From an optimization exercise on the open Yosys and OpenROAD flow, aimed at small area, a short achievable clock period and few clock cycles per item; shortcuts taken in it are not production practice. In this exercise RTL edits were held to simulation tests only and were not proved equivalent to the original. Power is estimated from default activity; no workload was simulated.

## run C
Design cbv_encoder, start of the top module:
module cbv_encoder (
    input  wire        clk,
    input  wire        rst,
    input  wire        cfg_we,
    input  wire [3:0]  cfg_idx,
    input  wire [63:0] cfg_value,
    input  wire [15:0] cfg_len,
    input  wire [1:0]  cfg_kind,
    input  wire        start,
    input  wire [31:0] total_bits,
    input  wire [4:0]  alpha_n,
    output reg         src_re,
    output wire [10:0] src_addr,
    input  wire [31:0] src_rdata,
    output wire        busy,
    output reg         done,
    output reg         sym_valid,
    output reg  [3:0]  sym,
    output wire        err,
    output wire [7:0]  err_code,
    output wire [31:0] err_info,
    output wire [31:0] nsym,
    output wire [31:0] total_rank,
    output wire [32:0] stream_bits,
    input  wire [3:0]  usage_sel,
    output wire [31:0] usage_q
);
For scale: ~12,000 cells after synthesis, about 1,900 flip-flops, roughly 120,000 sq um of cells after synthesis.
Settings: LEC_CHECK=0, CAP_MARGIN=30, CORE_MARGIN=2, CORE_UTILIZATION=50, SETUP_SLACK_MARGIN=5, SLEW_MARGIN=20; clock period 12.0 ns.
run.sh (not shown) runs the stock make flow with config.mk's settings and CLKGATE_MAP_FILE= SYNTH_SCRIPT=/design/flow/synth_recipe.tcl, a recipe that flattens the netlist after the stock synthesis.
Run C finished end to end and its layout was clean on timing, DRC and antenna.
Testbench counts of run C, summed over its fixed seeds: cycles 44,794, bits 332,171.
> inputs changed (run C -> run E)
Settings: swapping 20 for 50 in SLEW_MARGIN.
==> summary.txt <==
On via count, run E and run C are neck and neck.
Run C -> run E: starting density of the core delta 0, exact match
Run E against run C: critical path arrival fell 0.31 ns, maximum number of pins on one net before global-route repair fell 82, detailed-route wire length about even, worst path setup slack after routing rose 0.26 ns.
On count of placed standard cells including taps, run E and run C are neck and neck.
Per the comparison of run E with run C, number of synthesized flops with an enable pin closely matched the old numbers; utilization has increased.
On multi-input combinational cell area: between run E and run C, it ends up higher for run E.
Run E vs run C — total number of cells along the worst setup path climbed by more than a quarter


violet:
cbv_encoder, a different RTL version from the one above (not shown whole).
Size: roughly 1900 flip-flops, roughly 350 I/O pins, ~120000 µm² of cells after synthesis.
make LEC_CHECK=0 CAP_MARGIN=30 CORE_MARGIN=2 CORE_UTILIZATION=35 CTS_CLUSTER_DIAMETER=100 CTS_CLUSTER_SIZE=20 SETUP_SLACK_MARGIN=5 SLEW_MARGIN=50 finish   # period 12.0 ns
violet finished every stage and its layout cleared the timing, design-rule and antenna checks.
Testbench counts of violet, summed over its fixed seeds: cycles 44,331, bits 332,171.
Modified inputs, amber compared to violet
Settings: changing CORE_UTILIZATION from 35 to 40.
--- outcome ---
From violet to amber the numbers moved as follows: area of the mapped netlist did not really move, total global-route track usage went up, highest cell delay on the worst timing path went up, count of multi-input combinational gates did not really move.
amber finished all stages; the layout is clean.
What indigo does differently from amber at the input level:
Settings: changing SLEW_MARGIN from 50 to 40; changing CORE_UTILIZATION from 40 to 45.
### Flow results
- indigo reports a higher sequential cell area share than amber does.
- Against amber, indigo reports a all-layer global routing usage that is higher.
- Layout overhead on the synthesized area on indigo is down relative to amber.
- From amber to indigo the numbers moved as follows: share of layout cells above drive strength 1 dropped 0.40 points, aggregate routed wire length shows a reduction of 0.53%.
- Comparing amber and indigo, overall die area is lower on indigo.
- Highest cell delay on the worst timing path: amber and indigo compared, lower one is amber


cbv_encoder again, from the RTL that the note above started with.
clock: 12.0 ns
lec_check: 0
cap_margin: 30
core_margin: 2
core_utilization: 30
cts_cluster_diameter: 100
cts_cluster_size: 20
setup_slack_margin: 5
slew_margin: 50
The first run completed without violations.
Testbench counts at the start, summed over its fixed seeds: cycles 44,331, bits 332,171.
Edit:
Settings changed: CORE_UTILIZATION 30 to 40, PLACE_DENSITY set to 0.7.
=> The new run finished with timing, DRC and antenna clean. Hold slack improved by 0.036 ns. Worst setup slack got worse by 0.040 ns. Area after synthesis stays the same. Final area drops slightly. Via count climbs slightly. Maximum frequency drops slightly. Non-clock buffer count climbs by 37. Power climbs by a few percent. Sequential power stays flat. Synthesized cell count does not change. Final cell count drops by a little under a tenth.
Edit:
Settings changed: CTS_CLUSTER_DIAMETER 100 to unset, CTS_CLUSTER_SIZE 20 to unset, PLACE_DENSITY 0.7 to unset.
Cell count came out higher by 1.4%; utilization rises by 1.0 points; power goes up by 14%.
Edit:
Settings changed: CORE_UTILIZATION 40 to 35, CTS_CLUSTER_DIAMETER set to 100, CTS_CLUSTER_SIZE set to 20, SLEW_MARGIN 50 to 40.
Effect: Worst setup slack gains 0.030 ns. Routed wire length falls by 3.8%. Synthesized area is unchanged.


## AL
cbv_encoder with an RTL version that a note above also has.
Size in the first run: ~12,000 cells after synthesis.
export LEC_CHECK = 0
export CAP_MARGIN = 30
export CORE_MARGIN = 2
export CORE_UTILIZATION = 30
export SETUP_SLACK_MARGIN = 5
export SLEW_MARGIN = 50
create_clock -name core_clock -period 12.0 [get_ports {clk}]
AL ended with every stage complete and zero timing, DRC or antenna violations.
Testbench counts of AL, summed over its fixed seeds: cycles 44,794, bits 332,171.
Modified inputs, PW compared to AL
-- flow/config.mk --
<<< AL, line 8
export CAP_MARGIN = 30
export CORE_MARGIN = 2
export CORE_UTILIZATION = 30
export SETUP_SLACK_MARGIN = 5
export SLEW_MARGIN = 50
>>> PW, line 8
export CAP_MARGIN = 30
export CORE_MARGIN = 2
export CORE_UTILIZATION = 40
export SETUP_SLACK_MARGIN = 5
export SLEW_MARGIN = 50
Findings:
- Going from AL to PW, hold slack grows by 0.018 ns.
- Of AL and PW, AL shows the lower via count, with PW above it.
- Of PW and AL, it is PW that has the higher final weighted congestion in routability-driven placement.
- Relative to AL, PW improves worst setup slack.
- Sort AL and PW by total instance count after detailed placement, ascending, and PW comes first.
- Going from AL to PW, first-pass GRT wire length picked up an extra 2.8%, instance count of the mapped netlist neither gained nor lost much, clock tree skew after final layout lost 0.056 ns.
- When PW is set beside AL, its half-perimeter wire length of the detailed placement result turns out to be about 8% larger.

-- re-timing with driven ports --
No port has a modelled driver above. Below, the same layouts with a new extraction and two added sets of constraints.
Step 1 assumes that a clkbuf_16 drives the clock port and a buf_2 every other input.
Step 2, shift: input delay + t, output delay - t, t = (earliest + latest rising clock arrival at the registers) / 2. This alone moves slack from input paths to output paths.
a / b / c = ideal ports / drivers / drivers and shift; a / b = the first two.
run	t (ns)	setup slack, ns	worst data-port slew with drivers (ns)
run C	1.014	4.448 / 4.448 / 4.188	0.09
run E	1.016	4.706 / 4.706 / 4.706	0.09
violet	1.108	4.645 / 4.645 / 4.645	0.16
amber	1.046	4.564 / 4.564 / 4.564	0.07
indigo	0.988	4.379 / 4.379 / 4.379	0.05
the first run of note 3	1.061	4.460 / 4.460 / 4.460	0.46
the second run of note 3	1.092	4.420 / 4.420 / 4.420	0.17
the third run of note 3	1.039	4.542 / 4.542 / 4.542	0.07
the fourth run of note 3	1.063	4.572 / 4.572 / 4.572	0.15
AL	1.078	4.709 / 4.709 / 4.709	0.16
PW	1.052	4.788 / 4.788 / 4.788	0.15
After both steps setup and hold are still met in every run listed. The setup slack of run C, which loses most, moves by 0.000 ns with the drivers and by -0.260 ns with both steps.
